Source: an optimization exercise on an open RTL-to-GDS flow (aim: small area, a short achievable clock period and few clock cycles). Production flows keep margins and buffers that such runs may drop.
Function was checked by simulation only, so behaviour that the tests miss may differ from the original.
No activity file was given, so power comes from the tool's default toggle rates.

==> flow/design.v (outline; a module is shown in full before it is edited, if it fits) <==
// module rudp_codec: 1144 lines
module rudp_codec (
    input  wire        clk,
    input  wire        rst,
    input  wire [11:0] hb_addr,
    input  wire [31:0] hb_wdata,
    input  wire        hb_we,
    input  wire        hb_re,
    output reg  [31:0] hb_rdata,
    output wire        irq
);
  // ...
==> flow/run.sh <==
#!/bin/bash
# synth_recipe.tcl (not shown) runs the flow's synth.tcl, then flattens the netlist and writes it again
# the make line also repeats each setting of config.mk as NAME=value (left out here)
make -C /OpenROAD-flow-scripts/flow DESIGN_CONFIG=/design/flow/config.mk WORK_HOME=/design/flow/orfs CLKGATE_MAP_FILE= SYNTH_SCRIPT=/design/flow/synth_recipe.tcl finish
==> flow/config.mk <==
export PLATFORM = sky130hd
export DESIGN_NAME = rudp_codec
export DESIGN_NICKNAME = rudp_codec
export VERILOG_FILES = /design/flow/design.v
export SDC_FILE = /design/flow/constraint.sdc
export NUM_CORES = 4
export LEC_CHECK = 0
export CAP_MARGIN = 20
export CORE_MARGIN = 2
export CORE_UTILIZATION = 35
export SLEW_MARGIN = 20
==> flow/constraint.sdc <==
create_clock -name core_clock -period 10.0 [get_ports {clk}]
set_input_delay 2.0000 -clock core_clock [delete_from_list [all_inputs] [get_ports {clk}]]
set_output_delay 2.0000 -clock core_clock [all_outputs]
set_load 0.01 [all_outputs]
==> results.tsv, run 1 <==
stage	metric	value	unit
cells_and_area	nFillCells	16500	
cells_and_area	largest_register_ffs	512	
grt	grt_pass1_vias	42300	
pwr	cellPowerDensity	145	nW/um^2
logic_synthesis	synth.area.top_cells	edfxtp_1 (48%), fa_1 (12%), mux4_2 (9.4%)	
outcome	status	complete, no violations	
floorplanning	num_rows	155	
pwr	power	10400	uW
setup_path	crit_cells	10	
logic_synthesis	synth_compound_area_frac	0.0476	
setup_path	worstPathRequired	8.00	ns
route	routed_via_density	6.20	
flow_run	maxCapViolCount	0	
logic_synthesis	async_flop_share	0	
pwr	clockPowerShare	0.466	
cells_and_area	seq_area_frac	0.452	
cells_and_area	layout_commonest_cell	edfxtp_1	
cells_and_area	nNonClkBuffers	292	
logic_synthesis	synth_simple_gate_area_share	0.0742	
timing	hold_slack	0.454	ns
grt	grt_pass1_wl	413000	um
cells_and_area	dominant-cell-class	sequential cells	
floorplanning	coreArea	178000	sq um
logic_synthesis	synth_most_common_cell	edfxtp_1	
setup_path	crit_path_end_kind	output port	
Testbench counts, summed over its fixed seeds: cycles 12,675.
==> run 2, diff against run 1 <==
--- a/flow/config.mk
+++ b/flow/config.mk
@@ -7,5 +7,6 @@
 export LEC_CHECK = 0
 export CAP_MARGIN = 20
 export CORE_MARGIN = 2
-export CORE_UTILIZATION = 35
+export CORE_UTILIZATION = 45
+export SETUP_SLACK_MARGIN = 4
 export SLEW_MARGIN = 20
==> run 2 against run 1 <==
  * Still clean
  * Register-to-register slack gained 0.63 ns
  * First-iteration DRC count shrank 7.6%
  * Synthesized cell count unchanged
  * Largest power group unchanged
  * Highest routed layer unchanged
==> results.tsv, run 2 <==
stage	metric	value	unit	change
setup_path	worst-path-buf-inv	6		was 3
timing	fmax	155	MHz	was 119 MHz
clock_network	numCtsBuffers	132		was 130
cells_and_area	reg_top3	g_cb.q (512), g_tx.q (480), fs_r (52)		unchanged
floorplanning	start_util	0.454		was 0.351
pwr	p_int	8140	uW	was 7930 uW
logic_synthesis	syn_area	62400	sq um	unchanged
setup_path	r2r_slack	3.88	ns	was 3.25 ns
timing	skew	0.0373	ns	was 0.0352 ns
grt	grt_max_degree	57		was 84
logic_synthesis	yosysTopAreaCellShare	0.478		unchanged
route	wl_met1	107000	um	was 118000 um
cells_and_area	regMostFlops	g_cb.q		unchanged
pwr	cellPowerDensity	145	nW/um^2	about the same
pwr	pwr-share-seq	0.468		was 0.486
logic_synthesis	ys_top_cells_by_count	edfxtp_1 (993), nand2_1 (550), mux2_2 (448)		unchanged
placed_design	io_buffers	77		unchanged
timing	worstMarginPinSlew	1.29	ns	was 1.15 ns
setup_path	critPathMaxStageDelay	0.61	ns	was 0.80 ns
pwr	power	10800	uW	was 10400 uW
timing	fin_crit	6.45	ns	was 8.44 ns
timing	slew_headroom	0.138		was 0.227
logic_synthesis	synth_edf_count	993		unchanged
route	first_pass_iters	10		was 8
timing	finalSetupViolCount	0		unchanged
floorplanning	die_y	377	um	was 426 um
route	drtAntennaViolNets	0		unchanged
pwr	switchingPower	2620	uW	was 2450 uW
logic_synthesis	yosys_most_used_dff	edfxtp_1		unchanged
timing	hold_viol	0		unchanged
logic_synthesis	netlist_instances	4501		unchanged
logic_synthesis	synth.area.top_cells	edfxtp_1 (48%), fa_1 (12%), mux4_2 (9.4%)		unchanged
clock_network	clockBufferDepth	3		unchanged
floorplanning	die_w	377	um	was 426 um
route	vias	44100		was 44200
setup_path	r2r_start	cbuf_len[5]		was cbuf_len[4]
placed_design	placed_area	66000	sq um	was 67100 sq um
clock_network	cts.sinks	1116		unchanged
setup_path	crit_family	multiplexers		was simple AND/OR/NAND/NOR gates
cells_and_area	utilization	0.539		was 0.401
route	wl	295000	um	was 319000 um
placed_design	dp_hpwl	217000	um	was 236000 um
route	routed_via_density	6.57		was 6.20
floorplanning	coreArea	138000	sq um	was 178000 sq um
pwr	comb_power_share	0.066		was 0.048
setup_path	worstPathRequired	8.00	ns	about the same
timing	rsz0062_at_grt	yes		was no
logic_synthesis	yosys.area.top_type	edfxtp_1		unchanged
logic_synthesis	yosys_warnings	1		unchanged
outcome	status	complete, no violations		unchanged
setup_path	reg2regPathDepth	13		was 12
timing	final_max_slew_viol_count	0		unchanged
timing	worst_slack	3.55	ns	was 1.56 ns
logic_synthesis	ys_types	71		unchanged
cells_and_area	largest_register_ffs	512		unchanged
route	wl_met3	42100	um	was 41100 um
clock_network	clk_pin_slew_worst_paths	0.06	ns	was 0.07 ns
setup_path	worstSetupEndpoint	hb_rdata[19]		was hb_rdata[16]
grt	grt-ovfl-total	0		unchanged
worst_hold_path	hold_class	flop to flop		unchanged
logic_synthesis	syn_nets	4938		unchanged
setup_path	critPathArrivalTime	4.45	ns	was 6.44 ns
cells_and_area	final_layout_size_suffix_gt1_frac	0.309		was 0.249
cells_and_area	layout_commonest_cell	edfxtp_1		unchanged
timing	finalCritPeriodShare	0.645		was 0.844
setup_path	worst_path_max_delay_cell	mux4_2		was or4_1
clock_network	clockRootBuffer	clkbuf_16		unchanged
cells_and_area	nFillCells	11400		was 16500
setup_path	crit_path_end_kind	output port		unchanged
pwr	clockPowerShare	0.465		was 0.466
logic_synthesis	ys_seq_area_frac	0.517		unchanged
logic_synthesis	synth-seq-cells	1116		unchanged
placed_design	gp_congestion	1.08		was 1.12
clock_network	hold_buffers	0		unchanged
setup_path	r2r-end	fs_r[47]		unchanged
floorplanning	num_rows	136		was 155
setup_path	critical_path.max_fanout	5		was 9
setup_path	startpoint	hb_addr[2]		was hb_addr[7]
flow_run	maxCapViolCount	0		unchanged
pwr	peakVddDrop	172	uV	was 152 uV
setup_path	criticalPathCategory	input port to output port		unchanged
cells_and_area	stdcell_area	74200	sq um	was 71400 sq um
clock_network	htree_levels	4		unchanged
setup_path	cp-start-kind	input port		unchanged
route	drcViolationCount	0		unchanged
grt	antenna_found_initial	26		was 27
route	post_drt_wl_per_cell	44.0	um	was 44.8 um
placed_design	dpl_worst_slack	1.54	ns	was 1.81 ns
clock_network	clkLatencyLatePin	0.83	ns	was 0.84 ns
cells_and_area	synthToLayoutAreaGrowth	18.8	%	was 14.3%
floorplanning	pin_count	81		unchanged
grt	grt_use_total	0.415		was 0.350
setup_path	crit_cells	10		unchanged
cells_and_area	final_cell_mix	edfxtp_1 (993), nand2_1 (524), mux2_2 (448), fa_1 (367), inv_1 (343)		was edfxtp_1 (993), nand2_1 (535), mux2_2 (448), fa_1 (367), inv_1 (344)
logic_synthesis	synth_most_common_cell	edfxtp_1		unchanged
setup_path	path_cells	buf_16 -> buf_12 -> buf_16 -> buf_12 -> buf_12 -> mux4_2 -> mux4_2 -> a21oi_4 -> o21ai_4 -> buf_6		was clkdlybuf4s50_1 -> or4_1 -> nor3_1 -> nand2_1 -> nor3_4 -> a221oi_1 -> o21a_1 -> o21ai_0 -> buf_4 -> clkdlybuf4s50_1
floorplanning	die-area	142000	sq um	was 182000 sq um
route	dr_wl_met2	123000	um	was 133000 um
logic_synthesis	async_flop_share	0		unchanged
route	top_layer	met5		unchanged
logic_synthesis	syn_area_per_cell	13.9	sq um	unchanged
pwr	p_sw_frac	0.244		was 0.236
timing	finalSetupTns	0	ns	unchanged
route	drt_iter0_drc	7564		was 8182
clock_network	cts_tree	yes		unchanged
cells_and_area	nets	5229		was 5083
grt	grt_pass1_vias	41800		was 42300
grt	grt_pass1_wl	384000	um	was 413000 um
setup_path	crit_top_cell	buf_12		was clkdlybuf4s50_1
pwr	leakage	0.0265	uW	was 0.0248 uW
-- run 2: cell types whose count changed in the layout (fill, tap and decap cells not counted), sizes merged --
| cell | change |
|---|---|
| diode | -13 |
| clkbuf | +21 |
| clkinvlp | -1 |
| clkinv | -2 |
| buf | +157 |
| nand2b | +2 |
| inv | +3 |
| bufinv | +2 |
| clkdlybuf4s15 | +1 |
| dlygate4sd2 | +1 |
| bufbuf | +13 |
| clkdlybuf4s50 | -40 |
-- run 2: area by class of cell --
type,instances,area [sq um],share of cell area
sequential,1116,32300,0.435
multi-input combinational,2762,29100,0.392
timing repair buffer,434,4770,0.0643
clock buffer,179,3570,0.0482
tap,1794,2240,0.0303
inverter,346,1310,0.0176
clock inverter,63,882,0.0119
antenna,11,27.5,0.000371
-- run 2: timing repair --
| action | CTS | global route |
|---|---|---|
| setup endpoints to repair | 120 | 59 |
| cloned | 27 | 8 |
| setup buffers | 93 | 48 |
| gates resized for setup | 430 | 120 |
| pin swaps | 60 | 45 |
-- run 2: cells by family after synthesis --
family	Yosys count	share of synthesized area
AOI/OAI and AO/OA	502	0.0476
xor gates and xnor gates	122	0.0189
adders and majority gates	389	0.122
buffers and inverters	625	0.0382
DFF	1116	0.517
muxes	753	0.182
and+or+nand+nor	994	0.0742
-- run 2: per-layer routing --
layer,vias to the layer above,global-route usage
li1,16900,-
met1,22800,0.551
met2,3718,0.587
met3,689,0.143
met4,8,0.250
met5,-,0
-- run 2: power by group through the flow --
stage          Sequential [uW]  Combinational, uW  Clock (uW)
6_report                  5040                713        5010
5_1_grt                   5040                714        5190
2_1_floorplan             5140                264           0
3_5_place_dp              5140                527           0
3_3_place_gp              5140                524           0
4_1_cts                   5040                641        5020
-- run 2: worst min path at each step --
stage	startpoint	to	slack, ns	cells past startpoint
final	dec_seqno[13]	dec_seqno[13]	0.46	2
after global routing	dec_seqno[12]	dec_seqno[12]	0.48	2
after CTS	dec_seqno[15]	dec_seqno[15]	0.45	2
after detailed placement	dec_seqno[15]	dec_seqno[15]	0.45	2
after global placement	dec_seqno[15]	dec_seqno[15]	0.44	2
after floorplan	dec_seqno[8]	dec_seqno[8]	0.43	2
-- run 2: worst min-delay path: cells and delay by family, from the launching register on --
kind,cells,cell delay (ns)
compound gates,1,0.05
simple gates,1,0.05
flops,1,0.31
-- run 2: metrics by stage --
stage	hold slack, ns	instances
floorplan	0.431	4501
global placement	0.439	6274
detailed placement	0.445	6275
CTS	0.451	6637
global route	0.483	6694
finish	0.462	6705
==> run 3, diff against run 2 <==
--- a/flow/config.mk
+++ b/flow/config.mk
@@ -10,3 +10,4 @@
 export CORE_UTILIZATION = 45
 export SETUP_SLACK_MARGIN = 4
 export SLEW_MARGIN = 20
+export TNS_END_PERCENT = 5
==> run 3 against run 2 <==
  * Largest cell class unchanged
  * Still clean on timing, DRC and antenna
  * Total power down 1.4%
  * Sequential share of layout area up 0.76 points
  * Cell area shrank 1.7%
  * Area after synthesis is the same
==> results.tsv, run 3 <==
stage	metric	value	unit	change
outcome	status	complete, no violations		unchanged
clock_network	htree_levels	4		unchanged
setup_path	worstPathRequired	10.71	ns	was 8.00 ns
logic_synthesis	yosys.area.top_type	edfxtp_1		unchanged
floorplanning	die-area	142000	sq um	unchanged
cells_and_area	nets	5164		was 5229
setup_path	crit_path_end_kind	flop		was output port
timing	hold_viol	0		unchanged
cells_and_area	reg_top3	g_cb.q (512), g_tx.q (480), fs_r (52)		unchanged
cells_and_area	regMostFlops	g_cb.q		unchanged
timing	skew	0.0265	ns	was 0.0373 ns
logic_synthesis	synth_most_common_cell	edfxtp_1		unchanged
clock_network	cts.sinks	1116		unchanged
timing	slew_headroom	0.126		was 0.138
timing	final_max_slew_viol_count	0		unchanged
timing	fin_crit	6.44	ns	was 6.45 ns
logic_synthesis	ys_types	71		unchanged
clock_network	clk_pin_slew_worst_paths	0.06	ns	about the same
worst_hold_path	hold_class	flop to flop		unchanged
timing	fmax	155	MHz	about the same
grt	grt-ovfl-total	0		unchanged
grt	grt_pass1_wl	377000	um	was 384000 um
floorplanning	die_y	377	um	unchanged
cells_and_area	layout_commonest_cell	edfxtp_1		unchanged
floorplanning	die_w	377	um	unchanged
setup_path	critPathArrivalTime	7.15	ns	was 4.45 ns
setup_path	cp-start-kind	flop		was input port
route	vias	43300		was 44100
pwr	power	10600	uW	was 10800 uW
timing	finalSetupViolCount	0		unchanged
placed_design	gp_congestion	1.07		was 1.08
route	drtAntennaViolNets	0		unchanged
route	first_pass_iters	8		was 10
grt	grt_use_total	0.406		was 0.415
logic_synthesis	yosys_most_used_dff	edfxtp_1		unchanged
floorplanning	coreArea	138000	sq um	unchanged
pwr	leakage	0.0259	uW	was 0.0265 uW
flow_run	maxCapViolCount	0		unchanged
cells_and_area	synthToLayoutAreaGrowth	16.7	%	was 18.8%
timing	finalCritPeriodShare	0.644		was 0.645
route	wl	287000	um	was 295000 um
logic_synthesis	yosysTopAreaCellShare	0.478		unchanged
route	routed_via_density	6.54		was 6.57
pwr	cellPowerDensity	145	nW/um^2	about the same
timing	worstMarginPinSlew	1.30	ns	was 1.29 ns
clock_network	cts_tree	yes		unchanged
setup_path	critical_path.max_fanout	10		was 5
floorplanning	start_util	0.454		unchanged
cells_and_area	final_layout_size_suffix_gt1_frac	0.288		was 0.309
clock_network	hold_buffers	0		unchanged
logic_synthesis	yosys_warnings	1		unchanged
clock_network	clockBufferDepth	3		unchanged
cells_and_area	largest_register_ffs	512		unchanged
logic_synthesis	syn_area	62400	sq um	unchanged
timing	rsz0062_at_grt	yes		unchanged
grt	antenna_found_initial	26		unchanged
logic_synthesis	syn_area_per_cell	13.9	sq um	unchanged
placed_design	dp_hpwl	214000	um	was 217000 um
route	drt_iter0_drc	8125		was 7564
floorplanning	pin_count	81		unchanged
logic_synthesis	syn_nets	4938		unchanged
cells_and_area	utilization	0.530		was 0.539
pwr	peakVddDrop	111	uV	was 172 uV
clock_network	clockRootBuffer	clkbuf_16		unchanged
placed_design	io_buffers	77		unchanged
cells_and_area	final_cell_mix	edfxtp_1 (993), nand2_1 (530), mux2_2 (448), fa_1 (367), inv_1 (342)		was edfxtp_1 (993), nand2_1 (524), mux2_2 (448), fa_1 (367), inv_1 (343)
floorplanning	num_rows	136		unchanged
logic_synthesis	synth-seq-cells	1116		unchanged
logic_synthesis	synth.area.top_cells	edfxtp_1 (48%), fa_1 (12%), mux4_2 (9.4%)		unchanged
clock_network	clkLatencyLatePin	0.80	ns	was 0.83 ns
route	post_drt_wl_per_cell	43.3	um	was 44.0 um
grt	grt_max_degree	57		unchanged
logic_synthesis	ys_top_cells_by_count	edfxtp_1 (993), nand2_1 (550), mux2_2 (448)		unchanged
logic_synthesis	async_flop_share	0		unchanged
route	drcViolationCount	0		unchanged
clock_network	numCtsBuffers	130		was 132
logic_synthesis	netlist_instances	4501		unchanged
grt	grt_pass1_vias	41200		was 41800
timing	hold_slack	0.456	ns	was 0.462 ns
setup_path	criticalPathCategory	flop to flop		was input port to output port
timing	finalSetupTns	0	ns	unchanged
logic_synthesis	synth_edf_count	993		unchanged
logic_synthesis	ys_seq_area_frac	0.517		unchanged
-- run 3: path summary, 6_finish.rpt --
path | from | end | slack [ns] | cells after the start
max | cbuf_len[0] | fs_r[49] | 3.56 | 15
min | dec_seqno[6] | dec_seqno[6] | 0.46 | 2
max reg2reg | cbuf_len[0] | fs_r[49] | 3.56 | 15
min reg2reg | dec_seqno[6] | dec_seqno[6] | 0.46 | 2
-- run 3: timing repair --
action / in CTS / in global routing
pin swaps: 53 / 5
hold endpoints to repair: 0 / 0
buffers inserted: 75 / 1
resized for setup: 385 / 17
cloned: 30 / 0
endpoints found under the setup margin: 79 / 57
-- run 3: stage by stage --
| step | area (sq um) | setup WS, ns | instances |
|---|---|---|---|
| floorplan | 62500 | 3.92 | 4501 |
| global placement | 66000 | 1.90 | 6280 |
| detailed placement | 66000 | 1.87 | 6282 |
| CTS | 72800 | 3.72 | 6619 |
| global route | 72900 | 3.63 | 6621 |
| finish | 72900 | 3.56 | 6627 |
-- run 3: cells by family after synthesis --
family | after synthesis | synth area share
AOI/OAI and AO/OA | 502 | 0.0476
xor gates and xnor gates | 122 | 0.0189
adders and majority gates | 389 | 0.122
buffers and inverters | 625 | 0.0382
DFF | 1116 | 0.517
muxes | 753 | 0.182
and+or+nand+nor | 994 | 0.0742
-- run 3: layout make-up --
class | instances | area, sq um
fill | 11500 | 64800
inverter | 346 | 1300
multi-input combinational | 2762 | 28800
sequential | 1116 | 32300
tap | 1794 | 2240
clock inverter | 74 | 786
antenna | 6 | 15.0
timing repair buffer | 371 | 4020
clock buffer | 158 | 3460
-- run 3: critical path, stage by stage (launching register included) --
cell and delay, ns:
dfxtp_1 0.43, buf_4 0.30, o21ai_1 0.97, nand3_1 0.64
and2_1 0.56, fa_1 0.57, fa_1 0.52, inv_1 0.12
fa_1 0.44, fa_1 0.41, xor2_1 0.16, xnor2_1 0.53
xnor2_1 0.18, xnor2_1 0.21, xnor2_1 0.16, xnor2_1 0.13
-- run 3: layer usage --
| layer | part of all wire | global-route usage | vias up |
|---|---|---|---|
| met4 | 0.079 | 0.257 | 12 |
| met3 | 0.14 | 0.136 | 644 |
| met1 | 0.37 | 0.544 | 22400 |
| met2 | 0.41 | 0.568 | 3502 |
| met5 | 0.00044 | 0 | - |
| li1 | - | - | 16700 |
-- run 3: report_power, final --
part / switching, uW / leakage [uW] / internal (uW)
clock: 2100 / 0.00208 / 2790
combinational: 425 / 0.0139 / 246
sequential: 1.52 / 0.00990 / 5040

==> static timing again, ports no longer ideal <==
Ports are ideal in the flow. The routed layouts listed here were re-timed in OpenROAD.
Step 1 assumes that a clkbuf_16 drives the clock port and a buf_2 every other input.
Step 2, shift: input delay + t, output delay - t, t = (earliest + latest rising clock arrival at the registers) / 2. This alone moves slack from input paths to output paths.
Slacks: no drivers / after step 1 / after step 2; pairs: no drivers / after step 1.
| run | t (ns) | setup WS [ns] | worst register clock-pin slew, ns |
|---|---|---|---|
| run 1 | 0.907 | 1.565 / 1.537 / 1.537 | 0.07 / 0.07 |
| run 2 | 0.903 | 3.550 / 3.252 / 3.125 | 0.07 / 0.07 |
| run 3 | 0.872 | 3.560 / 3.120 / 3.010 | 0.07 / 0.07 |
After both steps setup and hold are still met in every run listed. The setup slack of run 3, which loses most, moves by -0.440 ns with the drivers and by -0.550 ns with both steps.
